What follows belongs to an exercise in optimizing a design on an open flow for small area, a short achievable clock period and few clock cycles per item; a production flow would make more cautious choices. At most, simulation tests tie the RTL to the original design; equivalence was not proved. No functional check of the RTL was part of runs 2 to 5. Power and IR drop assume default switching activity.

==> flow/design.v <==
module lpc1_crc24w (
    input  wire [23:0] f,
    input  wire [31:0] x,
    output wire [23:0] fn
);
    wire [31:0] y = x ^ {8'h00, f};
    assign fn[0] = ~(y[3] ^ y[8] ^ y[12] ^ y[23] ^ y[25] ^ y[26] ^ y[27] ^ y[30] ^ y[31]);
    assign fn[1] = ~(y[0] ^ y[3] ^ y[4] ^ y[8] ^ y[9] ^ y[12] ^ y[13] ^ y[23] ^ y[24] ^ y[25] ^ y[28] ^ y[30]);
    assign fn[2] = ~(y[0] ^ y[1] ^ y[4] ^ y[5] ^ y[9] ^ y[10] ^ y[13] ^ y[14] ^ y[24] ^ y[25] ^ y[26] ^ y[29] ^ y[31]);
    assign fn[3] = (y[0] ^ y[1] ^ y[2] ^ y[3] ^ y[5] ^ y[6] ^ y[8] ^ y[10] ^ y[11] ^ y[12] ^ y[14] ^ y[15] ^ y[23] ^ y[31]);
    assign fn[4] = ~(y[1] ^ y[2] ^ y[4] ^ y[6] ^ y[7] ^ y[8] ^ y[9] ^ y[11] ^ y[13] ^ y[15] ^ y[16] ^ y[23] ^ y[24] ^ y[25] ^ y[26] ^ y[27] ^ y[30] ^ y[31]);
    assign fn[5] = (y[2] ^ y[5] ^ y[7] ^ y[9] ^ y[10] ^ y[14] ^ y[16] ^ y[17] ^ y[23] ^ y[24] ^ y[28] ^ y[30]);
    assign fn[6] = (y[0] ^ y[3] ^ y[6] ^ y[8] ^ y[10] ^ y[11] ^ y[15] ^ y[17] ^ y[18] ^ y[24] ^ y[25] ^ y[29] ^ y[31]);
    assign fn[7] = ~(y[0] ^ y[1] ^ y[3] ^ y[4] ^ y[7] ^ y[8] ^ y[9] ^ y[11] ^ y[16] ^ y[18] ^ y[19] ^ y[23] ^ y[27] ^ y[31]);
    assign fn[8] = ~(y[0] ^ y[1] ^ y[2] ^ y[3] ^ y[4] ^ y[5] ^ y[9] ^ y[10] ^ y[17] ^ y[19] ^ y[20] ^ y[23] ^ y[24] ^ y[25] ^ y[26] ^ y[27] ^ y[28] ^ y[30] ^ y[31]);
    assign fn[9] = ~(y[0] ^ y[1] ^ y[2] ^ y[4] ^ y[5] ^ y[6] ^ y[8] ^ y[10] ^ y[11] ^ y[12] ^ y[18] ^ y[20] ^ y[21] ^ y[23] ^ y[24] ^ y[28] ^ y[29] ^ y[30]);
    assign fn[10] = ~(y[0] ^ y[1] ^ y[2] ^ y[3] ^ y[5] ^ y[6] ^ y[7] ^ y[9] ^ y[11] ^ y[12] ^ y[13] ^ y[19] ^ y[21] ^ y[22] ^ y[24] ^ y[25] ^ y[29] ^ y[30] ^ y[31]);
    assign fn[11] = (y[0] ^ y[1] ^ y[2] ^ y[4] ^ y[6] ^ y[7] ^ y[10] ^ y[13] ^ y[14] ^ y[20] ^ y[22] ^ y[27]);
    assign fn[12] = (y[1] ^ y[2] ^ y[3] ^ y[5] ^ y[7] ^ y[8] ^ y[11] ^ y[14] ^ y[15] ^ y[21] ^ y[23] ^ y[28]);
    assign fn[13] = (y[0] ^ y[2] ^ y[3] ^ y[4] ^ y[6] ^ y[8] ^ y[9] ^ y[12] ^ y[15] ^ y[16] ^ y[22] ^ y[24] ^ y[29]);
    assign fn[14] = (y[1] ^ y[3] ^ y[4] ^ y[5] ^ y[7] ^ y[9] ^ y[10] ^ y[13] ^ y[16] ^ y[17] ^ y[23] ^ y[25] ^ y[30]);
    assign fn[15] = ~(y[2] ^ y[4] ^ y[5] ^ y[6] ^ y[8] ^ y[10] ^ y[11] ^ y[14] ^ y[17] ^ y[18] ^ y[24] ^ y[26] ^ y[31]);
    assign fn[16] = ~(y[5] ^ y[6] ^ y[7] ^ y[8] ^ y[9] ^ y[11] ^ y[15] ^ y[18] ^ y[19] ^ y[23] ^ y[26] ^ y[30] ^ y[31]);
    assign fn[17] = ~(y[0] ^ y[3] ^ y[6] ^ y[7] ^ y[9] ^ y[10] ^ y[16] ^ y[19] ^ y[20] ^ y[23] ^ y[24] ^ y[25] ^ y[26] ^ y[30]);
    assign fn[18] = (y[1] ^ y[4] ^ y[7] ^ y[8] ^ y[10] ^ y[11] ^ y[17] ^ y[20] ^ y[21] ^ y[24] ^ y[25] ^ y[26] ^ y[27] ^ y[31]);
    assign fn[19] = ~(y[0] ^ y[2] ^ y[3] ^ y[5] ^ y[9] ^ y[11] ^ y[18] ^ y[21] ^ y[22] ^ y[23] ^ y[28] ^ y[30] ^ y[31]);
    assign fn[20] = (y[1] ^ y[4] ^ y[6] ^ y[8] ^ y[10] ^ y[19] ^ y[22] ^ y[24] ^ y[25] ^ y[26] ^ y[27] ^ y[29] ^ y[30]);
    assign fn[21] = ~(y[0] ^ y[2] ^ y[5] ^ y[7] ^ y[9] ^ y[11] ^ y[20] ^ y[23] ^ y[25] ^ y[26] ^ y[27] ^ y[28] ^ y[30] ^ y[31]);
    assign fn[22] = (y[1] ^ y[6] ^ y[10] ^ y[21] ^ y[23] ^ y[24] ^ y[25] ^ y[28] ^ y[29] ^ y[30]);
    assign fn[23] = ~(y[2] ^ y[7] ^ y[11] ^ y[22] ^ y[24] ^ y[25] ^ y[26] ^ y[29] ^ y[30] ^ y[31]);
endmodule
module lpc1_crc24i (
    input  wire [3:0]  j,
    output wire [23:0] f
);
    assign f[0] = 1'b0;
    assign f[1] = j[2] | j[3];
    assign f[2] = j[3];
    assign f[3] = j[1] | j[2] | j[3];
    assign f[4] = 1'b0;
    assign f[5] = j[1];
    assign f[6] = j[1];
    assign f[7] = j[1];
    assign f[8] = j[2];
    assign f[9] = j[1] | j[2];
    assign f[10] = j[1] | j[3];
    assign f[11] = 1'b0;
    assign f[12] = j[1] | j[3];
    assign f[13] = j[3];
    assign f[14] = j[3];
    assign f[15] = j[3];
    assign f[16] = j[2] | j[3];
    assign f[17] = j[2] | j[3];
    assign f[18] = j[2];
    assign f[19] = 1'b0;
    assign f[20] = j[1] | j[3];
    assign f[21] = j[1];
    assign f[22] = j[1] | j[2] | j[3];
    assign f[23] = j[2];
endmodule
module lpc1_crc10w (
    input  wire [9:0]  c,
    input  wire [31:0] x,
    output wire [9:0]  cn
);
    wire [31:0] y = x ^ {16'h0, c[1:0], 6'h0, c[9:2]};
    assign cn[0] = y[0] ^ y[3] ^ y[4] ^ y[6] ^ y[7] ^ y[8] ^ y[9] ^ y[11] ^ y[15] ^ y[17] ^ y[23] ^ y[24] ^ y[25] ^ y[26] ^ y[27] ^ y[28];
    assign cn[1] = y[1] ^ y[3] ^ y[5] ^ y[6] ^ y[10] ^ y[11] ^ y[12] ^ y[15] ^ y[17] ^ y[18] ^ y[23] ^ y[24] ^ y[29];
    assign cn[2] = y[0] ^ y[2] ^ y[4] ^ y[6] ^ y[7] ^ y[8] ^ y[11] ^ y[12] ^ y[13] ^ y[18] ^ y[19] ^ y[25] ^ y[30];
    assign cn[3] = y[1] ^ y[3] ^ y[5] ^ y[7] ^ y[9] ^ y[12] ^ y[13] ^ y[14] ^ y[19] ^ y[20] ^ y[26] ^ y[31];
    assign cn[4] = y[0] ^ y[2] ^ y[3] ^ y[7] ^ y[8] ^ y[9] ^ y[10] ^ y[11] ^ y[13] ^ y[14] ^ y[16] ^ y[17] ^ y[20] ^ y[21] ^ y[23] ^ y[24] ^ y[25] ^ y[26] ^ y[28];
    assign cn[5] = y[0] ^ y[1] ^ y[6] ^ y[7] ^ y[10] ^ y[12] ^ y[14] ^ y[18] ^ y[21] ^ y[22] ^ y[23] ^ y[24] ^ y[28] ^ y[29];
    assign cn[6] = y[1] ^ y[2] ^ y[7] ^ y[8] ^ y[11] ^ y[13] ^ y[15] ^ y[19] ^ y[22] ^ y[23] ^ y[25] ^ y[29] ^ y[30];
    assign cn[7] = y[0] ^ y[2] ^ y[3] ^ y[8] ^ y[9] ^ y[12] ^ y[14] ^ y[20] ^ y[23] ^ y[26] ^ y[30] ^ y[31];
    assign cn[8] = y[1] ^ y[3] ^ y[4] ^ y[8] ^ y[9] ^ y[10] ^ y[13] ^ y[15] ^ y[16] ^ y[21] ^ y[27] ^ y[31];
    assign cn[9] = y[2] ^ y[3] ^ y[5] ^ y[6] ^ y[7] ^ y[8] ^ y[10] ^ y[14] ^ y[15] ^ y[16] ^ y[22] ^ y[23] ^ y[24] ^ y[25] ^ y[26] ^ y[27];
endmodule
module lpc1_crc6h (
    input  wire [15:0] x,
    output wire [5:0]  c
);
    assign c[0] = x[1] ^ x[3] ^ x[5] ^ x[6] ^ x[7] ^ x[8] ^ x[9] ^ x[10] ^ x[13];
    assign c[1] = x[1] ^ x[2] ^ x[3] ^ x[4] ^ x[5] ^ x[8] ^ x[11] ^ x[13] ^ x[14];
    assign c[2] = x[1] ^ x[2] ^ x[4] ^ x[7] ^ x[8] ^ x[10] ^ x[12] ^ x[13] ^ x[14] ^ x[15];
    assign c[3] = x[0] ^ x[1] ^ x[2] ^ x[6] ^ x[7] ^ x[8] ^ x[10] ^ x[11] ^ x[14] ^ x[15];
    assign c[4] = x[0] ^ x[1] ^ x[2] ^ x[3] ^ x[7] ^ x[9] ^ x[11] ^ x[12] ^ x[15];
    assign c[5] = x[0] ^ x[2] ^ x[4] ^ x[5] ^ x[6] ^ x[7] ^ x[8] ^ x[9] ^ x[12];
endmodule
module lpc1_cksum (
    input  wire        clk,
    input  wire        rst,
    input  wire        cmd_valid,
    output wire        cmd_ready,
    input  wire [31:0] cmd_word,
    input  wire [31:0] cmd_len,
    input  wire [23:0] cmd_fcs_in,
    input  wire        in_valid,
    output wire        in_ready,
    input  wire [31:0] in_data,
    output reg         done,
    output wire [7:0]  code,
    output reg  [7:0]  last_op,
    output reg         match,
    output reg  [23:0] fcs_val,
    output reg  [23:0] fcs_rx,
    output reg  [16:0] fcs_cover,
    output reg  [16:0] out_len,
    output reg  [5:0]  crc6,
    output reg  [9:0]  crc10
);
    localparam [3:0] C_OK           = 4'b0_000;    
    localparam [3:0] C_FCS_MISMATCH = 4'b0_001;    
    localparam [3:0] C_NO_CRC       = 4'b0_010;    
    localparam [3:0] C_ERR_LEN      = 4'b1_000;    
    localparam [3:0] C_ERR_TYPE     = 4'b1_001;    
    localparam [3:0] C_ERR_OVERFLOW = 4'b1_011;    
    localparam [3:0] C_ERR_PARAM    = 4'b1_100;    
    localparam [3:0] C_ERR_CMD      = 4'b1_101;    
    reg        rdy;           
    reg        irdy;          
    reg        setup;         
    reg        o_calc, o_gen, o_chk, o_crc6, o_crc10, o_splice;
    reg        illegal;       
    reg        big;           
    reg        sup_ov;        
    reg [16:0] rem;           
    reg [3:0]  jb;            
    reg        ui_elig;       
    reg [31:0] wrot;          
    reg [23:0] prev;          
    reg [1:0]  cidx;          
    reg        wv;            
    reg        wfirst;        
    reg        wsecond;       
    reg        wlast;         
    reg        ui;            
    reg        u0;            
    reg        u1;            
    reg        t_none;        
    reg        t_ok;          
    reg        fcs_on;        
    reg        c10_on;        
    reg        cmpx;          
    reg  [3:0] code_q;
    assign code = {3'b000, code_q[3], 1'b0, code_q[2:0]};
    assign cmd_ready = rdy;
    assign in_ready  = irdy;
    wire d_calc   = (cmd_word == 32'h0000_0001);
    wire d_gen    = (cmd_word == 32'h0000_0002) || (cmd_word == 32'h0000_0102);
    wire d_chk    = (cmd_word == 32'h0000_0003);
    wire d_crc6   = (cmd_word == 32'h0000_0010);
    wire d_crc10  = (cmd_word == 32'h0000_0011);
    wire d_splice = (cmd_word == 32'h0000_0012);
    wire d_legal  = d_calc | d_gen | d_chk | d_crc6 | d_crc10 | d_splice;
    wire d_big    = (|cmd_len[31:17]) | (cmd_len[16] & (|cmd_len[15:0]));
    wire [1:0] d_j = (cmd_word[1:0] == 2'b11) ? ~cmd_len[1:0]
                                              : {cmd_len[1] ^ cmd_len[0], cmd_len[0]};
    wire [3:0] d_jh = {d_j == 2'd3, d_j == 2'd2, d_j == 2'd1, d_j == 2'd0};
    wire d_ui_elig = (d_gen & (|cmd_len[31:3])) |
                     (d_chk & ((|cmd_len[31:4]) |
                               (cmd_len[3] & (cmd_len[2] | (cmd_len[1] & cmd_len[0])))));
    wire accept = cmd_valid & rdy;
    wire fire   = in_valid & irdy;
    wire [16:0] n        = rem;                  
    wire        n_zero   = (n == 17'd0);
    wire        n_lt2    = (n[16:1] == 16'd0);
    wire        n_lt3    = n_lt2 | (n == 17'd2);
    wire        n_lt4    = (n[16:2] == 15'd0);
    wire        n_ovf    = (n > 17'd65533);
    wire        n_ragged = |rem[1:0];            
    wire        rem_gt4  = (|rem[16:3]) | (rem[2] & (|rem[1:0]));
    wire        rem_gt8  = (|rem[16:4]) | (rem[3] & (|rem[2:0]));
    wire        more_after = wv ? rem_gt8 : rem_gt4;
    wire        iuup     = o_crc10 | o_splice;
    wire ui_pat  = (in_data[15:13] == 3'b110) & ~in_data[16];
    wire ui_word = ui_elig & ui_pat;
    wire ui_next = (u0 & ui_pat) | u1;
    wire [3:0] jn = ui_next ? 4'b0010 : jb;
    wire [3:0] t_word    = in_data[7:4];
    wire       t_none_w  = (t_word == 4'd1);
    wire       t_ok_w    = (t_word == 4'd0) || (t_word == 4'd14);
    wire [5:0] crc6_word;
    lpc1_crc6h u_crc6 (.x(in_data[15:0]), .c(crc6_word));
    wire       crc6_wr = fire & (cidx == 2'd0) &
                         ((o_crc6 & ~n_lt2) | (o_splice & t_ok_w & ~n_lt4));
    wire [31:0] rot = ({32{jn[0]}} & in_data) |
                      ({32{jn[1]}} & {in_data[23:0], prev[23:16]}) |
                      ({32{jn[2]}} & {in_data[15:0], prev[23:8]}) |
                      ({32{jn[3]}} & {in_data[7:0], prev[23:0]});
    wire [23:0] fcs_init_b, fcs_init_1;
    lpc1_crc24i u_init_b (.j(jb), .f(fcs_init_b));
    lpc1_crc24i u_init_1 (.j(4'b0010), .f(fcs_init_1));
    wire [23:0] fcs_init = ui_next ? fcs_init_1 : fcs_init_b;
    wire fcs_clr  = setup & ~illegal & ~big &
                    (o_calc | (o_gen & ~n_ovf & ~sup_ov) | (o_chk & ~n_lt3));
    wire fcs_load = ~rdy & (cidx == 2'd0) & (fcs_clr | fcs_on);
    wire [23:0] fcs_next;
    lpc1_crc24w u_crc24 (.f(fcs_val), .x(wrot), .fn(fcs_next));
    wire [9:0] crc10_next;
    lpc1_crc10w u_crc10 (.c(crc10), .x(wrot), .cn(crc10_next));
    wire fcs_step = wv & fcs_on & ~(ui & ~wfirst & ~wsecond) &
                    ~(o_chk & wlast & n_ragged);
    wire c10_step = wv & c10_on & ~wfirst;
    wire        chk_cmp = o_chk & fcs_on &
                          ((wv & wlast & n_ragged) | cmpx);
    wire [23:0] rx_word = wrot[23:0];
    wire        rx_eq   = (fcs_val == rx_word);
    always @(posedge clk) begin
        wrot <= rot;
        if (fire)
            prev <= (iuup & (cidx == 2'd0)) ? 24'h0 : in_data[31:8];
        else if (rdy)
            prev <= 24'h0;
        if (rdy) begin
            o_calc   <= d_calc;
            o_gen    <= d_gen;
            o_chk    <= d_chk;
            o_crc6   <= d_crc6;
            o_crc10  <= d_crc10;
            o_splice <= d_splice;
            illegal  <= ~d_legal;
            big      <= d_big;
            sup_ov   <= cmd_word[8] & (|cmd_fcs_in);
            jb       <= d_jh;
            ui_elig  <= d_ui_elig;
        end
        if (rdy)
            rem <= cmd_len[16:0];
        else if (wv)
            rem <= rem - 17'd4;
        if (accept) begin
            cidx   <= 2'd0;
            fcs_on <= 1'b0;
            u0     <= d_ui_elig;
            u1     <= 1'b0;
        end else if (fire) begin
            if (cidx != 2'd2)
                cidx <= cidx + 2'd1;
            u0 <= 1'b0;
            u1 <= u0 & ui_pat;
        end
        if (fcs_clr)
            fcs_on <= 1'b1;
        wfirst  <= (cidx == 2'd0);
        wsecond <= (cidx == 2'd1);
        wlast   <= ~more_after;
        if (cidx == 2'd0) begin
            ui     <= ui_word;
            t_none <= t_none_w;
            t_ok   <= t_ok_w;
        end
        if (accept)
            c10_on <= 1'b0;
        else if (wv & wfirst & iuup & t_ok & ~(wlast & n_ragged))
            c10_on <= 1'b1;
    end
    always @(posedge clk) begin
        if (rst) begin
            rdy       <= 1'b1;
            irdy      <= 1'b0;
            setup     <= 1'b0;
            wv        <= 1'b0;
            cmpx      <= 1'b0;
            done      <= 1'b0;
            code_q    <= 4'h0;
            last_op   <= 8'h00;
            match     <= 1'b0;
            fcs_val   <= 24'h0;
            fcs_rx    <= 24'h0;
            fcs_cover <= 17'h0;
            out_len   <= 17'h0;
            crc6      <= 6'h0;
            crc10     <= 10'h0;
        end else begin
            done  <= 1'b0;
            setup <= accept;
            cmpx  <= 1'b0;
            wv    <= fire;
            if (accept) begin
                rdy     <= 1'b0;
                irdy    <= d_legal & ~d_big & (|cmd_len);
                last_op <= cmd_word[7:0];
            end else if (fire) begin
                irdy <= more_after;
            end
            if (setup) begin
                if (illegal) begin
                    code_q  <= C_ERR_CMD;
                    out_len <= 17'h0;
                    done    <= 1'b1;
                    rdy     <= 1'b1;
                end else if (big) begin
                    code_q <= C_ERR_PARAM;
                    if (o_gen | o_splice)
                        out_len <= 17'h0;
                    done <= 1'b1;
                    rdy  <= 1'b1;
                end else begin
                    if (n_zero) begin
                        done <= 1'b1;
                        rdy  <= 1'b1;
                    end
                    if (o_calc) begin
                        code_q    <= C_OK;
                        fcs_cover <= n;
                    end
                    if (o_gen) begin
                        if (n_ovf) begin
                            code_q  <= C_ERR_OVERFLOW;
                            out_len <= 17'h0;
                        end else begin
                            code_q  <= C_OK;
                            out_len <= n + 17'd3;
                            fcs_cover <= sup_ov ? 17'h0 : n;
                        end
                    end
                    if (o_chk) begin
                        if (n_lt3)
                            code_q <= C_ERR_LEN;
                        else
                            fcs_cover <= n - 17'd3;
                    end
                    if (o_crc6)
                        code_q <= n_lt2 ? C_ERR_LEN : C_OK;
                    if (o_crc10)
                        code_q <= C_ERR_LEN;    
                    if (o_splice) begin
                        code_q  <= C_ERR_LEN;
                        out_len <= n;         
                    end
                end
            end
            if (fcs_load)
                fcs_val <= fcs_init;
            if (crc6_wr)
                crc6 <= crc6_word;
            if (fcs_step)
                fcs_val <= fcs_next;
            if (c10_step)
                crc10 <= crc10_next;
            if (wv & wfirst) begin
                if (ui & fcs_on)
                    fcs_cover <= 17'd7;
                if (iuup) begin
                    if (t_none) begin
                        code_q <= C_NO_CRC;
                        if (o_crc10)
                            crc10 <= 10'h0;
                    end else if (!t_ok) begin
                        code_q <= C_ERR_TYPE;
                        if (o_splice)
                            out_len <= 17'h0;
                    end else if (wlast & n_ragged) begin
                        code_q <= C_ERR_LEN;
                        if (o_splice)
                            out_len <= 17'h0;
                    end else begin
                        code_q <= C_OK;
                        crc10 <= 10'h0;
                    end
                end
            end
            if (chk_cmp) begin
                fcs_rx <= rx_word;
                match  <= rx_eq;
                code_q <= rx_eq ? C_OK : C_FCS_MISMATCH;
                done   <= 1'b1;
                rdy    <= 1'b1;
            end else if (wv & wlast) begin
                if (o_chk & fcs_on) begin
                    cmpx <= 1'b1;
                end else begin
                    done <= 1'b1;
                    rdy  <= 1'b1;
                end
            end
        end
    end
endmodule
==> flow/flow/run.sh <==
#!/bin/bash
# The standard layout (the standard.sh: standard synthesis, floorplan,
# placement, CTS, routing), with the ports buffered by the smallest buffer
# (sky130_fd_sc_hd__buf_1) instead of the resizer's default delay cell;
# repair_design and repair_timing resize them where needed.
set -euo pipefail
export BUFFER_PORTS_ARGS="-buffer_cell sky130_fd_sc_hd__buf_1"
bash standard.sh finish SETUP_SLACK_MARGIN=5.4 TNS_END_PERCENT=0 > standard_flow.log 2>&1
==> flow/standard.sh <==
#!/bin/bash
# synth_recipe.tcl (not shown) runs the flow's synth.tcl, then flattens the netlist and writes it again
# the make line also repeats each setting of config.mk as NAME=value (left out here)
make -C /OpenROAD-flow-scripts/flow DESIGN_CONFIG=/design/flow/config.mk WORK_HOME=/design/flow/orfs CLKGATE_MAP_FILE= SYNTH_SCRIPT=/design/flow/synth_recipe.tcl "${@:-finish}"
==> flow/config.mk <==
export PLATFORM = sky130hd
export DESIGN_NAME = lpc1_cksum
export DESIGN_NICKNAME = lpc1_cksum
export VERILOG_FILES = /design/flow/design.v
export SDC_FILE = /design/flow/constraint.sdc
export NUM_CORES = 4
export LEC_CHECK = 0
export CAP_MARGIN = 20
export CORE_MARGIN = 2
export CORE_UTILIZATION = 40
export CTS_CLUSTER_DIAMETER = 100
export CTS_CLUSTER_SIZE = 25
export PLACE_DENSITY = 0.75
export SETUP_SLACK_MARGIN = 5
export SLEW_MARGIN = 20
export SYNTH_MEMORY_MAX_BITS = 8192
export TNS_END_PERCENT = 0
==> flow/constraint.sdc <==
create_clock -name core_clock -period 8.0 [get_ports {clk}]
set_input_delay 1.6000 -clock core_clock [delete_from_list [all_inputs] [get_ports {clk}]]
set_output_delay 1.6000 -clock core_clock [all_outputs]
set_load 0.01 [all_outputs]
==> run notes, run 1 <==
Status: complete, no violations
Post-synth EDFFs: 59
Post-Syn Area: 13000 um2
Initial core utilization: 0.4027
Post-DP HPWL: 31.24 mm
Post-Layout Cell Count: 2122
Clock skew: 0.04281 ns
Initial antenna violation count: 0
First-pass GRT wire length: 64.95 mm
Critical R2R Capture: fcs_val[23]
Worst min-delay path category: reg -> reg
Power per Cell Area: 254.0 nW/um2
RD Place Congestion: 0.9610
IO buf count: 237
Htree depth: 1
Sequential fraction of the synthesis area: 0.3779
Worst r2r src: rem[7]
Sw Share: 0.3845
Worst hold endpoint: fcs_cover[11]
Sw power: 1.476 mW
RSZ-0062 raised after global routing: yes
Max Fanout on Critical Path: 2
Die Y: 184.3 um
TritonCTS Buffers: 13
Gr usage total: 0.2456
FMAX: 0.3473 GHz
Clock share of power: 0.184
I/O pins: 242
Primary FF master, synth: dfxtp_1
Flop-to-flop setup slack: 5.14 ns
Setup TNS: 0 ns
# diodes: 0
Initial drt markers: 1356
Critical setup path kind: in -> reg
Area grow syn2layout: 16.26%
CTS sink count: 216
Post-Route WL: 43.04 mm
CTS clock-pin slew for the worst setup and hold paths: 0.10 ns
Final Cycle Share: 0.3599
Leak pwr: 5.155 nW
1st-pass router iterations: 6
TritonCTS clock tree: done
Die extent in x: 184.3 um
Nets: 1811
Core Box Area: 32290 um2
Gate Count Post-Synth: 1476
Setup crit start kind: input pin
DR vias: 12047
VDD IR-drop max: 0.1312 mV
Max-cap viol count: 0
Combinational share of power: 0.473
Yosys warns: 1
Hold path depth: 2
Avg WL per Cell: 20.28 um
Asr flop ratio synth: 0
Worst r2r path cells: 7
Max_slew headroom: 0.2862
DR DRC count: 0
Worst Setup End Kind: flip-flop
Int Pwr: 2.363 mW
Max clock buf depth: 3
Arr. time, crit path: 3.28 ns
Vias per cell: 5.677
Avg Cell Area, Syn: 8.810 um2
# setup viols final: 0
Vias in the first global route: 11359
GRT overflow: 0
Worst-Margin Slew: 1.068 ns
Routed Antenna Nets: 0
Final Hold Viols: 0
Final Max Slew Viols: 0
Clock insertion delay at the later pin of the skew report: 0.50 ns
Number of synthesized register bits: 216
Post-synth cell types: 77
HP Start: fcs_cover[11]
Flop pwr share: 0.342
Die ar.: 33970 um2
Root Driver: clkbuf_16
Final core utilization: 0.4682
Layout cells sized above 1: 0.08036
Placed cells: 2063
Cell Rows: 66
Hold-fix buffers, CTS: 0
Post-layout minimum cycle time: 2.879 ns
Critical Path RT: 8.41 ns
Pin count of the biggest net entering global routing: 70
logic make-up after synthesis:
| family | Yosys count | share of synthesized area |
|---|---|---|
| xor gates and xnor gates | 313 | 0.2212 |
| muxes | 13 | 0.01020 |
| AOI/OAI and AO/OA | 338 | 0.1716 |
| adders and majority gates | 14 | 0.01347 |
| buffers and inverters | 126 | 0.03993 |
| DFF | 216 | 0.3779 |
| other | 1 | 0.0002884 |
| and+or+nand+nor | 455 | 0.1654 |
per-layer routing:
metal | track usage | share of wire | up-vias
met3 | 0.04485 | 0.099 | 84
met1 | 0.3379 | 0.42 | 5752
met4 | 0.07616 | 0.029 | 0
li1 | - | - | 5526
met5 | 0 | 0 | -
met2 | 0.3904 | 0.45 | 685
per-stage QoR:
step / area, um2 / hold WS, ns / power [mW] / setup WS (ns)
3_3_place_gp: 14130 / 0.4429 / 3.035 / 3.995
6_report: 15120 / 0.4596 / 3.839 / 5.121
4_1_cts: 15010 / 0.4595 / 3.800 / 5.196
5_1_grt: 15120 / 0.4759 / 4.021 / 5.005
2_1_floorplan: 13090 / 0.4321 / 2.663 / 4.852
3_5_place_dp: 14150 / 0.4459 / 3.041 / 3.803
final cells by class:
type,count,area (um2)
Multi-Input combinational cell,1139,7831
Clock buffer,17,340.3
Fill cell,3122,17170
Clock inverter,5,47.55
Inverter,20,75.07
Sequential cell,216,4922
Timing Repair Buffer,283,1349
Tap cell,442,553.0
layout by cell type, fill, tap and decap left out, types with 10 or more instances in the layout:
master and count:
a211oi_1 21, a21oi_1 97, a22oi_1 70, and2_1 34, buf_1 225, buf_4 40, clkbuf_16 13, dfxtp_1 153
edfxtp_1 59, ha_1 14, inv_1 19, mux2i_1 11, nand2_1 199, nand2b_1 13, nand3_1 16, nand4_1 11
nor2_1 85, nor3_1 15, nor4_1 19, o21ai_0 54, o22ai_1 10, xnor2_1 235, xor2_1 60
cell usage after synthesis (all sizes together) (4+ instances only):
library cell / instances / area share
inv: 20 / 0.0058
a21boi: 4 / 0.0032
nand4: 11 / 0.0053
nand3: 17 / 0.0065
or3: 10 / 0.0048
o221ai: 9 / 0.0061
edfxtp: 59 / 0.14
ha: 14 / 0.013
o21a: 7 / 0.0040
a221o: 4 / 0.0031
a22oi: 70 / 0.040
xor2: 63 / 0.043
nor3: 17 / 0.0065
a21o: 6 / 0.0035
mux2i: 11 / 0.0085
a21oi: 102 / 0.039
dfxtp: 157 / 0.24
xnor2: 243 / 0.17
a211oi: 23 / 0.014
and3: 7 / 0.0034
a221oi: 4 / 0.0027
nand2b: 13 / 0.0063
clkbuf: 91 / 0.026
nor2: 85 / 0.025
nor4: 22 / 0.011
o31ai: 4 / 0.0027
o22ai: 10 / 0.0048
nand2: 200 / 0.058
a31oi: 9 / 0.0043
buf: 15 / 0.0078
o21ai: 55 / 0.021
nor2b: 11 / 0.0053
and2: 38 / 0.018
xnor3: 6 / 0.010
power groups by stage:
| stage | clock network [mW] | logic, mW | registers, mW |
|---|---|---|---|
| 2_1_floorplan | 0 | 1.42 | 1.25 |
| 3_3_place_gp | 0 | 1.70 | 1.33 |
| 3_5_place_dp | 0 | 1.71 | 1.33 |
| 4_1_cts | 0.715 | 1.78 | 1.31 |
| 5_1_grt | 0.751 | 1.95 | 1.32 |
| 6_report | 0.708 | 1.82 | 1.31 |
critical path, stage by stage:
cell	delay, ns
buf_1	0.08
nor4_2	0.27
nand4_1	0.16
nand4b_1	0.34
nor3_4	0.27
mux2i_1	0.13
or3_1	0.31
a21oi_1	0.13
repair_timing:
item	CTS	global route
resized for setup	61	4
setup buffers	21	12
gates cloned	4	0
endpoints found under the setup margin	244	269
pin swaps	14	1
endpoints found under the hold margin	0	0
sequential cells by signal, summed over array words and instances (netlist names), 2 cells and up:
name	cells
wrot	32
fcs_rx	24
fcs_val	24
prev	24
fcs_cover	17
out_len	17
rem	17
crc10	10
last_op	8
crc6	6
code_q	4
jb	4
cidx	2
worst max-delay path by stage:
stage	startpoint	end	cells past startpoint	slack, ns
floorplan	in_data[5]	crc6[3]	8	4.85
CTS	in_data[5]	crc6[2]	9	5.20
global placement	in_data[13]	fcs_val[13]	7	4.00
global route	cmd_len[22]	irdy	8	5.00
finish	cmd_len[22]	irdy	8	5.12
detailed placement	in_data[13]	fcs_val[13]	7	3.80
Testbench counts, summed over its fixed seeds: cycles 10,251, items 384.
==> run 2: changes to the inputs <==
--- a/flow/design.v
+++ b/flow/design.v
@@ -137,6 +137,5 @@
     reg        u0;            
     reg        u1;            
-    reg        t_none;        
-    reg        t_ok;          
+    reg        iu0;           
     reg        fcs_on;        
     reg        c10_on;        
@@ -160,4 +159,7 @@
                      (d_chk & ((|cmd_len[31:4]) |
                                (cmd_len[3] & (cmd_len[2] | (cmd_len[1] & cmd_len[0])))));
+    wire d_iu     = d_crc6 | d_crc10 | d_splice;
+    wire d_words  = d_legal & (cmd_len[31:17] == 15'd0) &
+                    (cmd_len[16] ? (cmd_len[15:0] == 16'd0) : (cmd_len[15:0] != 16'd0));
     wire accept = cmd_valid & rdy;
     wire fire   = in_valid & irdy;
@@ -176,12 +178,12 @@
     wire ui_word = ui_elig & ui_pat;
     wire ui_next = (u0 & ui_pat) | u1;
-    wire [3:0] jn = ui_next ? 4'b0010 : jb;
-    wire [3:0] t_word    = in_data[7:4];
-    wire       t_none_w  = (t_word == 4'd1);
-    wire       t_ok_w    = (t_word == 4'd0) || (t_word == 4'd14);
+    wire [3:0] jn = ui_next ? 4'b0010 : (iu0 ? 4'b0001 : jb);
+    wire [3:0] t      = wrot[7:4];
+    wire       t_none = (t == 4'd1);
+    wire       t_ok   = (t == 4'd0) || (t == 4'd14);
     wire [5:0] crc6_word;
-    lpc1_crc6h u_crc6 (.x(in_data[15:0]), .c(crc6_word));
-    wire       crc6_wr = fire & (cidx == 2'd0) &
-                         ((o_crc6 & ~n_lt2) | (o_splice & t_ok_w & ~n_lt4));
+    lpc1_crc6h u_crc6 (.x(wrot[15:0]), .c(crc6_word));
+    wire       crc6_wr = wv & wfirst &
+                         ((o_crc6 & ~n_lt2) | (o_splice & t_ok & ~n_lt4));
     wire [31:0] rot = ({32{jn[0]}} & in_data) |
                       ({32{jn[1]}} & {in_data[23:0], prev[23:16]}) |
@@ -229,14 +231,16 @@
         else if (wv)
             rem <= rem - 17'd4;
-        if (accept) begin
+        if (rdy) begin
             cidx   <= 2'd0;
             fcs_on <= 1'b0;
             u0     <= d_ui_elig;
             u1     <= 1'b0;
+            iu0    <= d_iu;
         end else if (fire) begin
             if (cidx != 2'd2)
                 cidx <= cidx + 2'd1;
-            u0 <= 1'b0;
-            u1 <= u0 & ui_pat;
+            u0  <= 1'b0;
+            u1  <= u0 & ui_pat;
+            iu0 <= 1'b0;
         end
         if (fcs_clr)
@@ -245,10 +249,7 @@
         wsecond <= (cidx == 2'd1);
         wlast   <= ~more_after;
-        if (cidx == 2'd0) begin
-            ui     <= ui_word;
-            t_none <= t_none_w;
-            t_ok   <= t_ok_w;
-        end
-        if (accept)
+        if (cidx == 2'd0)
+            ui <= ui_word;
+        if (rdy)
             c10_on <= 1'b0;
         else if (wv & wfirst & iuup & t_ok & ~(wlast & n_ragged))
@@ -279,9 +280,10 @@
             if (accept) begin
                 rdy     <= 1'b0;
-                irdy    <= d_legal & ~d_big & (|cmd_len);
                 last_op <= cmd_word[7:0];
-            end else if (fire) begin
-                irdy <= more_after;
             end
+            if (rdy)
+                irdy <= cmd_valid & d_words;
+            else if (in_valid)
+                irdy <= irdy & more_after;
             if (setup) begin
                 if (illegal) begin
--- a/flow/config.mk
+++ b/flow/config.mk
@@ -11,5 +11,4 @@
 export CTS_CLUSTER_DIAMETER = 100
 export CTS_CLUSTER_SIZE = 25
-export PLACE_DENSITY = 0.75
 export SETUP_SLACK_MARGIN = 5
 export SLEW_MARGIN = 20
==> run notes, run 2 <==
Critical Path RT: 8.40 ns
Setup crit start: rem[12]
Max clock buf depth: 3
Post-synth EDFFs: 58
Synth cell count leaders: xnor2_1 (258), nand2_1 (219), dfxtp_1 (157), clkbuf_1 (92), nor2_1 (91)
Clock skew: 0.03404 ns
VDD IR-drop max: 0.1242 mV
Pin count of the biggest net entering global routing: 76
Final Cycle Share: 0.3639
Commonest non-fill, non-tap cell in the layout: xnor2_1
Max reg flops: 32
DR DRC count: 0
Clock insertion delay at the later pin of the skew report: 0.50 ns
Nets: 1815
TritonCTS clock tree: done
Main combinational cell family by area after synthesis: XOR/XNOR gates
Adder-Cell Fraction of Synth Area: 0.01449
Die Y: 184.0 um
Commonest cells after routing, fill and taps aside: xnor2_1 (254), buf_1 (235), nand2_1 (214)
CTS clock-pin slew for the worst setup and hold paths: 0.11 ns
XOR/XNOR Fraction of Synth Area: 0.2260
Layout cells sized above 1: 0.07542
Leak pwr: 5.016 nW
Vias per cell: 5.626
Top-area cell type share of the netlist area: 0.2426
Post-Route WL: 42.89 mm
Worst path buffer plus inverter count: 2
Critical path's slowest cell: or4_4
Final Hold Viols: 0
FMAX: 0.3435 GHz
Setup crit start kind: flip-flop
CTS sink count: 215
Worst-Margin Slew: 0.9127 ns
Worst r2r src: rem[12]
Top cells by area, synth: dfxtp_1 (24%), xnor2_1 (17%), edfxtp_1 (13%), nand2_1 (6.3%), xor2_1 (4.5%)
Critical R2R Capture: fcs_val[14]
Htree depth: 1
Initial drt markers: 1237
Number of synthesized register bits: 215
HP Start: fcs_cover[12]
Gr usage total: 0.2481
IO buf count: 237
Critical setup path kind: reg -> reg
Post-Syn Area: 12950 um2
Max_slew headroom: 0.3872
Initial core utilization: 0.4084
Worst r2r path cells: 8
Gate Count Post-Synth: 1478
Flop-to-flop setup slack: 5.09 ns
Max Fanout on Critical Path: 6
Root Driver: clkbuf_16
Reg with most FFs: wrot
Post-layout minimum cycle time: 2.911 ns
I/O pins: 242
RSZ-0062 raised after global routing: yes
Routed Antenna Nets: 0
Status: complete, no violations
GRT overflow: 0
Synth Area in Compound Gates: 0.1642
Worst hold endpoint: fcs_cover[12]
Cell Rows: 65
Post-DP HPWL: 32.09 mm
Primary FF master, synth: dfxtp_1
# diodes: 0
Vias in the first global route: 11198
Cell taking the most area after synthesis: dfxtp_1
Worst hold slack: 0.4602 ns
Sequential fraction of the synthesis area: 0.3771
Asr flop ratio synth: 0
Power per Cell Area: 265.2 nW/um2
Count leader, synth: xnor2_1
First-pass GRT wire length: 65.39 mm
1st-pass router iterations: 8
Yosys warns: 1
Post-synth cell types: 68
Setup TNS: 0 ns
Synth Area in Simple Gates: 0.1699
Arr. time, crit path: 3.31 ns
Core Box Area: 31720 um2
# setup viols final: 0
Worst Setup End Kind: flip-flop
Die extent in x: 184.0 um
TritonCTS Buffers: 14
Avg WL per Cell: 20.56 um
DR vias: 11735
Worst min-delay path category: reg -> reg
Avg Cell Area, Syn: 8.764 um2
Die ar.: 33840 um2
Max-cap viol count: 0
RD Place Congestion: 0.9309
CP delay by family, top: simple AND/OR/NAND/NOR gates
Post-synthesis mux area share: 0.009273
Initial antenna violation count: 0
Final Max Slew Viols: 0
CP Cell Sequence: or4_4 > or4_4 > o311a_4 > o311ai_4 > buf_6 > buf_6 > nand2_1 > a221oi_1
Area grow syn2layout: 16.12%
Hold-fix buffers, CTS: 0
CP peak stage delay: 0.59 ns
Hold path depth: 2
run 2: changes by cell type after synthesis, moves of 14 or more:
cell      change
o21ai_0      -21
nand2_1      +19
xnor2_1      +19
a222oi_1     +33
o21ai_1      +18
a22oi_1      -55
a21oi_1      -14
run 2: logic make-up after synthesis:
| logic type | count (synthesis) |
|---|---|
| and+or+nand+nor | 478 |
| buffers and inverters | 126 |
| AOI/OAI and AO/OA | 303 |
| other | 1 |
| DFF | 215 |
| xor gates and xnor gates | 328 |
| muxes | 12 |
| adders and majority gates | 15 |
run 2: per-layer routing:
layer | share of wire | wire, um | global-route usage
met4 | 0.031 | 1345 | 0.07488
met5 | 0 | 0 | 0
met1 | 0.44 | 19070 | 0.3470
met3 | 0.083 | 3552 | 0.04219
met2 | 0.44 | 18920 | 0.3914
run 2: power breakdown:
group	switching [mW]	internal, mW
combinational	0.998	0.885
clock	0.424	0.366
sequential	0.139	1.18
run 2: worst max path at each step:
stage,end,cells after the start
after floorplan,fcs_val[13],9
after global placement,wrot[31],6
after detailed placement,fcs_val[10],7
after CTS,fcs_cover[16],8
after global routing,fcs_val[8],8
final,fcs_val[14],8
run 2: layout make-up:
class	instances	area [um2]
Inverter	21	78.83
Multi-Input combinational cell	1140	7849
Timing Repair Buffer	284	1256
Clock inverter	4	71.32
Sequential cell	215	4890
Fill cell	3090	16680
Tap cell	402	503.0
Clock buffer	20	394.1
run 2: worst register-to-register path, stage by stage, from the launching register on:
cell      delay, ns
edfxtp_1       0.44
or4_4          0.59
or4_4          0.53
o311a_4        0.35
o311ai_4       0.27
buf_6          0.17
buf_6          0.13
nand2_1        0.06
a221oi_1       0.28
run 2: per-stage QoR:
stage / utilization / cells / worst slack (ns) / cell area (um2) / power (mW)
after global placement: 0.4433 / 2026 / 4.327 / 14060 / 3.136
after floorplan: - / 1481 / 5.068 / 13020 / 2.752
final: 0.4742 / 2086 / 5.089 / 15040 / 3.989
after global routing: 0.4742 / 2086 / 4.993 / 15040 / 4.190
after detailed placement: 0.4437 / 2026 / 4.275 / 14070 / 3.137
after CTS: 0.4705 / 2078 / 5.154 / 14920 / 3.969
run 2: repair_timing:
action	in CTS	in global routing
cloned	1	0
gates resized for setup	36	12
pin swaps	6	5
setup endpoints to repair	249	237
setup buffers	27	8
==> run 3: changes to the inputs <==
--- a/flow/flow/run.sh
+++ b/flow/flow/run.sh
@@ -6,3 +6,3 @@
 set -euo pipefail
 export BUFFER_PORTS_ARGS="-buffer_cell sky130_fd_sc_hd__buf_1"
-bash standard.sh finish SETUP_SLACK_MARGIN=5.4 TNS_END_PERCENT=0 > standard_flow.log 2>&1
+bash standard.sh finish SETUP_SLACK_MARGIN=5.2 TNS_END_PERCENT=0 > standard_flow.log 2>&1
==> run notes, run 3 <==
Synth cell count leaders: xnor2_1 (258), nand2_1 (219), dfxtp_1 (157), clkbuf_1 (92), nor2_1 (91)
Initial drt markers: 1167
Nets: 1821
Critical Path RT: 8.38 ns
Tot Pwr: 3.995 mW
Vias per cell: 5.654
Setup TNS: 0 ns
Clock insertion delay at the later pin of the skew report: 0.50 ns
CTS clock-pin slew for the worst setup and hold paths: 0.11 ns
Setup crit start kind: input pin
Vias in the first global route: 11181
FMAX: 0.3419 GHz
Status: complete, no violations
Worst min-delay path category: reg -> reg
Setup ws final: 5.075 ns
Post-DP HPWL: 32.09 mm
DR DRC count: 0
Leak pwr: 5.041 nW
Final Max Slew Viols: 0
Worst r2r path cells: 8
Die Y: 184.0 um
Die extent in x: 184.0 um
Worst-Margin Slew: 0.9282 ns
Main combinational cell family by area after synthesis: XOR/XNOR gates
Count leader, synth: xnor2_1
Commonest cells after routing, fill and taps aside: xnor2_1 (254), buf_1 (236), nand2_1 (214)
Cell taking the most area after synthesis: dfxtp_1
Die ar.: 33840 um2
Initial antenna violation count: 0
Post-synth EDFFs: 58
Root Driver: clkbuf_16
Worst hold endpoint: fcs_cover[12]
GRT overflow: 0
Flop-to-flop setup slack: 5.08 ns
Sequential fraction of the synthesis area: 0.3771
Commonest non-fill, non-tap cell in the layout: xnor2_1
Post-synthesis mux area share: 0.009273
Max Fanout on Critical Path: 16
Max-cap viol count: 0
HP Start: fcs_cover[12]
Initial core utilization: 0.4084
Post-Route WL: 43.43 mm
Gr usage total: 0.2483
Core Box Area: 31720 um2
First-pass GRT wire length: 65.38 mm
Post-layout minimum cycle time: 2.925 ns
RSZ-0062 raised after global routing: yes
TritonCTS clock tree: done
Final Hold Viols: 0
# diodes: 0
Post-Syn Area: 12950 um2
Arr. time, crit path: 3.31 ns
Hold-fix buffers, CTS: 0
Setup WS pre-CTS: 4.275 ns
Area grow syn2layout: 16.74%
Avg Cell Area, Syn: 8.764 um2
Htree depth: 1
Avg WL per Cell: 20.76 um
CTS sink count: 215
Placed cells: 2026
Asr flop ratio synth: 0
Top-area cell type share of the netlist area: 0.2426
XOR/XNOR Fraction of Synth Area: 0.2260
Hold path depth: 2
Synth Area in Simple Gates: 0.1699
Layout cells sized above 1: 0.08107
# setup viols final: 0
VDD IR-drop max: 0.1248 mV
IO buf count: 237
RD Place Congestion: 0.9309
Worst r2r src: rem[15]
1st-pass router iterations: 7
DR vias: 11829
Clock skew: 0.03270 ns
Primary FF master, synth: dfxtp_1
Worst Setup End Kind: flip-flop
Top cells by area, synth: dfxtp_1 (24%), xnor2_1 (17%), edfxtp_1 (13%), nand2_1 (6.3%), xor2_1 (4.5%)
Routed Antenna Nets: 0
Adder-Cell Fraction of Synth Area: 0.01449
Reg with most FFs: wrot
Max reg flops: 32
I/O pins: 242
Synth Area in Compound Gates: 0.1642
Critical setup path kind: in -> reg
Number of synthesized register bits: 215
TritonCTS Buffers: 14
Post-synth cell types: 68
Final Cycle Share: 0.3656
Yosys warns: 1
Max_slew headroom: 0.3768
Pin count of the biggest net entering global routing: 76
Gate Count Post-Synth: 1478
Max clock buf depth: 3
Power per Cell Area: 264.2 nW/um2
Critical R2R Capture: fcs_val[8]
Post-Layout Cell Count: 2092
Cell Rows: 65
==> run 3: final cells by class <==
type                    instances  area (um2)
fillers                      3090       16600
multi-input cells            1142        7899
flip-flops and latches        215        4887
repair buffers                288        1289
well taps                     402       503.0
clock buffers                  20       394.1
inverters                      21       78.83
clock inverters                 4       71.32
==> run 3: cells by family (layout without fill, tap and decap cells) <==
logic type | Yosys count | in the layout
AND/OR/NAND/NOR | 478 | 479
XOR/XNOR | 328 | 328
buffers and inverters | 126 | 333
flip-flops | 215 | 215
adder cells (fa/ha/maj) | 15 | 15
multiplexers | 12 | 12
other | 1 | 4
AO/OA/AOI/OAI | 303 | 304
==> run 3: where the power goes <==
part	total, mW	internal (mW)	switching, mW
clock network	0.789	0.366	0.424
logic	1.89	0.885	1.00
registers	1.32	1.18	0.140
total	3.99	2.43	1.57
==> run 3: timing repair <==
item / 4_1_cts / 5_1_grt
setup buffers: 26 / 13
pin swaps: 4 / 18
gates resized for setup: 32 / 21
cloned: 1 / 2
endpoints found under the setup margin: 96 / 117
==> run 3: per-stage QoR <==
| stage | utilization | hold slack (ns) | area [um2] |
|---|---|---|---|
| 5_1_grt | 0.4768 | 0.4836 | 15120 |
| 4_1_cts | 0.4694 | 0.4609 | 14890 |
| 3_5_place_dp | 0.4437 | 0.4474 | 14070 |
| 3_3_place_gp | 0.4433 | 0.4394 | 14060 |
| 2_1_floorplan | - | 0.4361 | 13020 |
| 6_report | 0.4768 | 0.4603 | 15120 |
==> run 3: worst max-delay path by stage <==
| stage | depth (start not counted) | end | slack [ns] | start |
|---|---|---|---|---|
| 2_1_floorplan | 9 | fcs_val[13] | 5.07 | rem[13] |
| 3_3_place_gp | 6 | wrot[31] | 4.33 | in_data[13] |
| 3_5_place_dp | 7 | fcs_val[10] | 4.27 | big |
| 4_1_cts | 8 | fcs_cover[3] | 5.10 | rem[1] |
| 5_1_grt | 8 | fcs_val[8] | 5.00 | rem[15] |
| 6_report | 7 | wrot[13] | 5.08 | in_data[13] |
==> run 3: critical path: stages <==
cell	delay, ns
buf_1	0.26
nor3_4	0.11
buf_4	0.16
a21oi_4	0.34
o21ai_2	0.34
a222oi_1	0.41
nand2_1	0.09
==> run 3: per-layer routing <==
layer  part of all wire  vias up  track usage
li1                   -     5570            -
met1               0.44     5608       0.3480
met2               0.44      575       0.3900
met3              0.087       76      0.04180
met4              0.032        0      0.07648
met5                  0        -            0
==> run 4: changes to the inputs <==
--- a/flow/flow/run.sh
+++ b/flow/flow/run.sh
@@ -6,3 +6,3 @@
 set -euo pipefail
 export BUFFER_PORTS_ARGS="-buffer_cell sky130_fd_sc_hd__buf_1"
-bash standard.sh finish SETUP_SLACK_MARGIN=5.2 TNS_END_PERCENT=0 > standard_flow.log 2>&1
+bash standard.sh finish SETUP_SLACK_MARGIN=5.7 TNS_END_PERCENT=0 > standard_flow.log 2>&1
==> run notes, run 4 <==
Area grow syn2layout: 16.12%
Commonest cells after routing, fill and taps aside: xnor2_1 (254), buf_1 (235), nand2_1 (214)
Cell taking the most area after synthesis: dfxtp_1
Final Hold Viols: 0
Setup crit start kind: flip-flop
CP peak stage delay: 0.59 ns
Max Fanout on Critical Path: 6
Htree depth: 1
1st-pass router iterations: 8
Final Max Slew Viols: 0
First-pass GRT wire length: 65.39 mm
Synth cell count leaders: xnor2_1 (258), nand2_1 (219), dfxtp_1 (157), clkbuf_1 (92), nor2_1 (91)
Top-area cell type share of the netlist area: 0.2426
Flop pwr share: 0.330
# diodes: 0
Sw Share: 0.3914
Worst min-delay path category: reg -> reg
Post-Route WL: 42.89 mm
Critical path's slowest cell: or4_4
Initial core utilization: 0.4084
Hold-fix buffers, CTS: 0
TritonCTS Buffers: 14
Number of synthesized register bits: 215
Post-layout minimum cycle time: 2.911 ns
RSZ-0062 raised after global routing: yes
Final Cycle Share: 0.3639
Setup TNS: 0 ns
Post-synth EDFFs: 58
Max_slew headroom: 0.3872
Count leader, synth: xnor2_1
Avg Cell Area, Syn: 8.764 um2
Reg with most FFs: wrot
Top cells by area, synth: dfxtp_1 (24%), xnor2_1 (17%), edfxtp_1 (13%), nand2_1 (6.3%), xor2_1 (4.5%)
IO buf count: 237
Die extent in x: 184.0 um
Worst-Margin Slew: 0.9127 ns
Core Box Area: 31720 um2
CTS clock-pin slew for the worst setup and hold paths: 0.11 ns
Worst hold slack: 0.4602 ns
# setup viols final: 0
TritonCTS clock tree: done
CP Cell Sequence: or4_4 > or4_4 > o311a_4 > o311ai_4 > buf_6 > buf_6 > nand2_1 > a221oi_1
Initial antenna violation count: 0
Gate Count Post-Synth: 1478
Pin count of the biggest net entering global routing: 76
Clock share of power: 0.198
Routed Antenna Nets: 0
Combinational share of power: 0.472
RD Place Congestion: 0.9309
Commonest non-fill, non-tap cell in the layout: xnor2_1
Sequential fraction of the synthesis area: 0.3771
Sw power: 1.562 mW
Critical setup path kind: reg -> reg
Avg WL per Cell: 20.56 um
Initial drt markers: 1237
Post-DP HPWL: 32.09 mm
Max-cap viol count: 0
VDD IR-drop max: 0.1242 mV
Die ar.: 33840 um2
Yosys warns: 1
Gr usage total: 0.2481
GRT overflow: 0
Critical Path RT: 8.40 ns
Asr flop ratio synth: 0
Post-Syn Area: 12950 um2
Root Driver: clkbuf_16
Post-synth cell types: 68
Cell Rows: 65
Arr. time, crit path: 3.31 ns
Power per Cell Area: 265.2 nW/um2
Worst Setup End Kind: flip-flop
Clock insertion delay at the later pin of the skew report: 0.50 ns
I/O pins: 242
DR vias: 11735
Vias per cell: 5.626
Layout cells sized above 1: 0.07542
DR DRC count: 0
Primary FF master, synth: dfxtp_1
Max reg flops: 32
Int Pwr: 2.428 mW
Leak pwr: 5.016 nW
Status: complete, no violations
Nets: 1815
Vias in the first global route: 11198
Clock skew: 0.03404 ns
FMAX: 0.3435 GHz
Die Y: 184.0 um
CTS sink count: 215
Max clock buf depth: 3
run 4: cell counts after synthesis:
Identical to the previous run, type by type.
run 4: cell families (layout without fill, tap and decap cells):
kind of cell               count (synthesis)  after routing  share of synthesized area
AOI/OAI and AO/OA                        303            303                     0.1642
xor gates and xnor gates                 328            328                     0.2260
adders and majority gates                 15             15                    0.01449
buffers and inverters                    126            329                    0.03873
DFF                                      215            215                     0.3771
muxes                                     12             12                   0.009273
other                                      1              4                  0.0002895
and+or+nand+nor                          478            478                     0.1699
run 4: per-stage QoR:
stage / area, um2 / cells / total power [mW] / util / worst slack, ns
6_report: 15040 / 2086 / 3.989 / 0.4742 / 5.089
5_1_grt: 15040 / 2086 / 4.190 / 0.4742 / 4.993
4_1_cts: 14920 / 2078 / 3.969 / 0.4705 / 5.154
3_5_place_dp: 14070 / 2026 / 3.137 / 0.4437 / 4.275
3_3_place_gp: 14060 / 2026 / 3.136 / 0.4433 / 4.327
2_1_floorplan: 13020 / 1481 / 2.752 / - / 5.068
run 4: power groups by stage:
stage                     Sequential, mW  Combinational [mW]  Clock (mW)
after floorplan                     1.23                1.52           0
after global placement              1.35                1.78           0
after detailed placement            1.35                1.78           0
after CTS                           1.31                1.85       0.806
after global routing                1.32                2.03       0.844
final                               1.32                1.88       0.790
run 4: worst max-delay path, delay by kind of cell (launching register included):
kind | cells | cell delay (ns)
AOI/OAI and AO/OA | 3 | 0.90
buffers and inverters | 2 | 0.28
DFF | 1 | 0.44
and+or+nand+nor | 3 | 1.18
run 4: layout make-up:
cell class / instances / area [um2]
clock buffers: 20 / 394.1
clock inverters: 4 / 71.32
fillers: 3090 / 16680
inverters: 21 / 78.83
multi-input cells: 1140 / 7849
flip-flops and latches: 215 / 4890
well taps: 402 / 503.0
repair buffers: 284 / 1256
run 4: path summary, 6_finish.rpt:
check                                   start            end  slack (ns)  cells after the start
worst max register to register        rem[12]    fcs_val[14]        5.09                      8
worst max-delay path                  rem[12]    fcs_val[14]        5.09                      8
worst min register to register  fcs_cover[12]  fcs_cover[12]        0.46                      2
worst min-delay path            fcs_cover[12]  fcs_cover[12]        0.46                      2
run 4: layer usage:
| layer | share of wire | global-route usage | wire length [um] | vias up |
|---|---|---|---|---|
| met5 | 0 | 0 | 0 | - |
| met3 | 0.083 | 0.04219 | 3552 | 78 |
| met4 | 0.031 | 0.07488 | 1345 | 0 |
| li1 | - | - | - | 5558 |
| met1 | 0.44 | 0.3470 | 19070 | 5553 |
| met2 | 0.44 | 0.3914 | 18920 | 546 |
run 4: what timing repair did:
item / 4_1_cts / 5_1_grt
pin swaps: 6 / 5
cloned: 1 / 0
setup buffers: 27 / 8
gates resized for setup: 36 / 12
endpoints found under the setup margin: 298 / 301
==> run 5: changes to the inputs <==
--- a/flow/design.v
+++ b/flow/design.v
@@ -137,5 +137,6 @@
     reg        u0;            
     reg        u1;            
-    reg        iu0;           
+    reg [3:0]  jx;            
+    reg        fcs_w;         
     reg        fcs_on;        
     reg        c10_on;        
@@ -160,4 +161,10 @@
                                (cmd_len[3] & (cmd_len[2] | (cmd_len[1] & cmd_len[0])))));
     wire d_iu     = d_crc6 | d_crc10 | d_splice;
+    wire d_len_hi0 = (cmd_len[31:17] == 15'd0);
+    wire d_le65533 = d_len_hi0 & ~cmd_len[16] & ~(&cmd_len[15:1]);
+    wire d_ge3     = (|cmd_len[31:2]) | (&cmd_len[1:0]);
+    wire d_fcs_w   = (d_calc & ~d_big) |
+                     (d_gen & ~(cmd_word[8] & (|cmd_fcs_in)) & d_le65533) |
+                     (d_chk & ~d_big & d_ge3);
     wire d_words  = d_legal & (cmd_len[31:17] == 15'd0) &
                     (cmd_len[16] ? (cmd_len[15:0] == 16'd0) : (cmd_len[15:0] != 16'd0));
@@ -178,5 +185,5 @@
     wire ui_word = ui_elig & ui_pat;
     wire ui_next = (u0 & ui_pat) | u1;
-    wire [3:0] jn = ui_next ? 4'b0010 : (iu0 ? 4'b0001 : jb);
+    wire [3:0] jn = ui_next ? 4'b0010 : jx;
     wire [3:0] t      = wrot[7:4];
     wire       t_none = (t == 4'd1);
@@ -194,6 +201,5 @@
     lpc1_crc24i u_init_1 (.j(4'b0010), .f(fcs_init_1));
     wire [23:0] fcs_init = ui_next ? fcs_init_1 : fcs_init_b;
-    wire fcs_clr  = setup & ~illegal & ~big &
-                    (o_calc | (o_gen & ~n_ovf & ~sup_ov) | (o_chk & ~n_lt3));
+    wire fcs_clr  = setup & fcs_w;
     wire fcs_load = ~rdy & (cidx == 2'd0) & (fcs_clr | fcs_on);
     wire [23:0] fcs_next;
@@ -226,4 +232,5 @@
             jb       <= d_jh;
             ui_elig  <= d_ui_elig;
+            fcs_w    <= d_fcs_w;
         end
         if (rdy)
@@ -236,5 +243,5 @@
             u0     <= d_ui_elig;
             u1     <= 1'b0;
-            iu0    <= d_iu;
+            jx     <= d_iu ? 4'b0001 : d_jh;
         end else if (fire) begin
             if (cidx != 2'd2)
@@ -242,5 +249,5 @@
             u0  <= 1'b0;
             u1  <= u0 & ui_pat;
-            iu0 <= 1'b0;
+            jx  <= jb;
         end
         if (fcs_clr)
--- a/flow/flow/run.sh
+++ b/flow/flow/run.sh
@@ -6,3 +6,3 @@
 set -euo pipefail
 export BUFFER_PORTS_ARGS="-buffer_cell sky130_fd_sc_hd__buf_1"
-bash standard.sh finish SETUP_SLACK_MARGIN=5.7 TNS_END_PERCENT=0 > standard_flow.log 2>&1
+bash standard.sh finish SETUP_SLACK_MARGIN=5.4 TNS_END_PERCENT=0 > standard_flow.log 2>&1
==> run notes, run 5 <==
Asr flop ratio synth: 0
First-pass GRT wire length: 66.93 mm
Clock insertion delay at the later pin of the skew report: 0.50 ns
Commonest cells after routing, fill and taps aside: buf_1 (232), xnor2_1 (203), nand2_1 (177)
Worst r2r path cells: 6
Initial core utilization: 0.4028
Synth cell count leaders: xnor2_1 (205), nand2_1 (179), dfxtp_1 (157), a21oi_1 (96), a22oi_1 (76)
Htree depth: 1
Root Driver: clkbuf_16
Pin count of the biggest net entering global routing: 78
Worst-Margin Slew: 0.8945 ns
Status: complete, no violations
1st-pass router iterations: 5
DR DRC count: 0
Initial drt markers: 993
Post-Route WL: 44.14 mm
Commonest non-fill, non-tap cell in the layout: buf_1
Gr usage total: 0.2404
FMAX: 0.3572 GHz
Worst min-delay path category: reg -> reg
Final Cycle Share: 0.3500
Top-area cell type share of the netlist area: 0.2276
Sw power: 1.615 mW
Final Max Slew Viols: 0
Arr. time, crit path: 3.19 ns
Gate Count Post-Synth: 1458
GRT overflow: 0
RD Place Congestion: 0.9504
Leak pwr: 5.698 nW
Critical setup path kind: reg -> reg
Count leader, synth: xnor2_1
Post-Syn Area: 13810 um2
Post-layout minimum cycle time: 2.800 ns
Cell taking the most area after synthesis: dfxtp_1
Max Fanout on Critical Path: 6
IO buf count: 237
Int Pwr: 2.788 mW
Reg with most FFs: wrot
Primary FF master, synth: dfxtp_1
Stages on the worst setup path: 6
Critical Path RT: 8.40 ns
Max clock buf depth: 3
Power per Cell Area: 277.1 nW/um2
Vias per cell: 5.547
Max_slew headroom: 0.4028
Max reg flops: 32
TritonCTS Buffers: 14
Flop-to-flop setup slack: 5.20 ns
Post-synth EDFFs: 62
Hold-fix buffers, CTS: 0
Die Y: 189.8 um
Fillers: 3322
Die ar.: 36030 um2
I/O pins: 242
CTS sink count: 219
VDD IR-drop max: 0.1497 mV
Setup crit start: wrot[13]
Setup TNS: 0 ns
Worst r2r src: wrot[13]
Avg Cell Area, Syn: 9.472 um2
Tot Pwr: 4.402 mW
Setup crit start kind: flip-flop
CP Cell Sequence: xnor2_1 > xnor2_1 > xnor3_1 > xor2_1 > nor4b_2 > a221o_1
Final Hold Viols: 0
Routed Antenna Nets: 0
Cell Rows: 68
Post-DP HPWL: 32.41 mm
Initial antenna violation count: 0
Combinational share of power: 0.512
Sequential fraction of the synthesis area: 0.3624
Nets: 1797
Avg WL per Cell: 20.81 um
Worst Setup End Kind: flip-flop
Core Box Area: 34290 um2
Max-cap viol count: 0
Die extent in x: 189.8 um
Worst path buffer plus inverter count: 0
# diodes: 0
Layout cells sized above 1: 0.09664
Number of synthesized register bits: 219
Area grow syn2layout: 15.02%
# setup viols final: 0
Clock share of power: 0.178
Crit path top cell by count: xnor2_1
Flop pwr share: 0.310
Worst setup path endpoint: fcs_val[10]
Critical path's slowest cell: dfxtp_1
Clock skew: 0.02756 ns
Yosys warns: 1
DR vias: 11766
Vias in the first global route: 11023
Sw Share: 0.3668
CP delay by family, top: XOR/XNOR gates
Top cells by area, synth: dfxtp_1 (23%), edfxtp_1 (13%), xnor2_1 (13%), xnor3_1 (5.7%), nand2_1 (4.9%)
TritonCTS clock tree: done
Critical R2R Capture: fcs_val[10]
RSZ-0062 raised after global routing: yes
CP peak stage delay: 0.69 ns
Post-synth cell types: 85
CTS clock-pin slew for the worst setup and hold paths: 0.10 ns
-- run 5: cell count changes in the layout (fill, tap and decap cells not counted), moves of 15 or more --
cell,previous run,this run
nand2_1,214,177
a222oi_1,33,0
a22oi_1,14,76
o21ai_1,16,1
xnor3_1,4,35
nor2_1,88,59
xnor2_1,254,203
-- run 5: kinds of logic (layout without fill, tap and decap cells) --
group,after synthesis,in the layout,share of synthesized area
fa+ha+maj,15,15,0.01359
other cells,1,4,0.0002715
flops,219,219,0.3624
simple gates,416,416,0.1472
compound gates,343,343,0.1691
buf+inv,139,344,0.04512
xor+xnor,314,314,0.2535
mux,11,11,0.008879
-- run 5: worst register-to-register path, delay by kind of cell (launching register included) --
kind	cells	cell delay [ns]
XOR/XNOR	4	1.64
flip-flops	1	0.69
AO/OA/AOI/OAI	1	0.28
AND/OR/NAND/NOR	1	0.09
-- run 5: power by group through the flow --
| stage | combinational, mW | clock [mW] | sequential, mW |
|---|---|---|---|
| floorplan | 1.86 | 0 | 1.27 |
| global placement | 2.17 | 0 | 1.40 |
| detailed placement | 2.17 | 0 | 1.40 |
| CTS | 2.24 | 0.803 | 1.35 |
| global route | 2.40 | 0.842 | 1.37 |
| finish | 2.26 | 0.783 | 1.36 |
-- run 5: worst min path at each step --
stage,start,to,slack [ns],cells past startpoint
2_1_floorplan,u1,u1,0.44,2
3_3_place_gp,last_op[6],last_op[6],0.44,2
3_5_place_dp,match,match,0.45,2
4_1_cts,last_op[1],last_op[1],0.46,2
5_1_grt,fcs_rx[13],fcs_rx[13],0.47,2
6_report,fcs_rx[13],fcs_rx[13],0.46,2
-- run 5: cell type report --
cell class / count / area, um2 / share of cell area
clock inverters: 6 / 71.32 / 0.004490
inverters: 27 / 102.6 / 0.006459
clock buffers: 18 / 386.6 / 0.02434
multi-input cells: 1103 / 8409 / 0.5294
flip-flops and latches: 219 / 5026 / 0.3164
well taps: 455 / 569.3 / 0.03584
repair buffers: 293 / 1320 / 0.08310
-- run 5: per-stage QoR --
step           std cells  cell area (um2)  hold WS [ns]  setup WS [ns]    util
6_report            2121            15890        0.4582          5.200  0.4633
5_1_grt             2121            15890        0.4733          5.078  0.4633
4_1_cts             2115            15770        0.4591          5.243  0.4599
3_5_place_dp        2058            14910        0.4458          4.065  0.4348
3_3_place_gp        2058            14900        0.4430          4.005  0.4347
2_1_floorplan       1461            13820        0.4361          4.947       -
-- run 5: what timing repair did --
action / CTS / global route
endpoints found under the setup margin: 226 / 243
pin swaps: 14 / 9
buffers inserted: 33 / 6
resized for setup: 49 / 12
-- run 5: metal layers --
layer | vias to the layer above | routed length (um) | track usage
li1 | 5579 | - | -
met1 | 5643 | 19950 | 0.3457
met2 | 493 | 19490 | 0.3687
met3 | 51 | 3614 | 0.04722
met4 | 0 | 1081 | 0.06380
met5 | - | 0 | 0

[separate check: timing with driven ports]
How much do the figures lean on ideal ports? The routed layouts below were timed once more, with nothing changed but the port constraints.
Step 1, drivers: a clkbuf_16 drives clk and a buf_2 each remaining input, both assumed.
Step 2 adds t to the input delays and takes it off the output delays; t is the mean of the earliest and latest rising clock arrival at the registers after step 1. Input paths then give back, and output paths get back, about the clock's delay inside the block.
Slacks: ideal ports / drivers / drivers and shift; pairs: ideal ports / drivers.
run | t (ns) | slack for setup (ns) | clock arrival spread, ns
run 1 | 0.536 | 5.121 / 5.123 / 4.614 | 0.043 / 0.043
run 2 | 0.535 | 5.089 / 5.089 / 4.621 | 0.034 / 0.034
run 3 | 0.534 | 5.075 / 5.078 / 4.568 | 0.034 / 0.033
run 4 | 0.535 | 5.089 / 5.089 / 4.621 | 0.034 / 0.034
run 5 | 0.542 | 5.200 / 5.200 / 4.670 | 0.029 / 0.029
After both steps setup and hold are still met in every run listed. The setup slack of run 5, which loses most, moves by 0.000 ns with the drivers and by -0.530 ns with both steps.
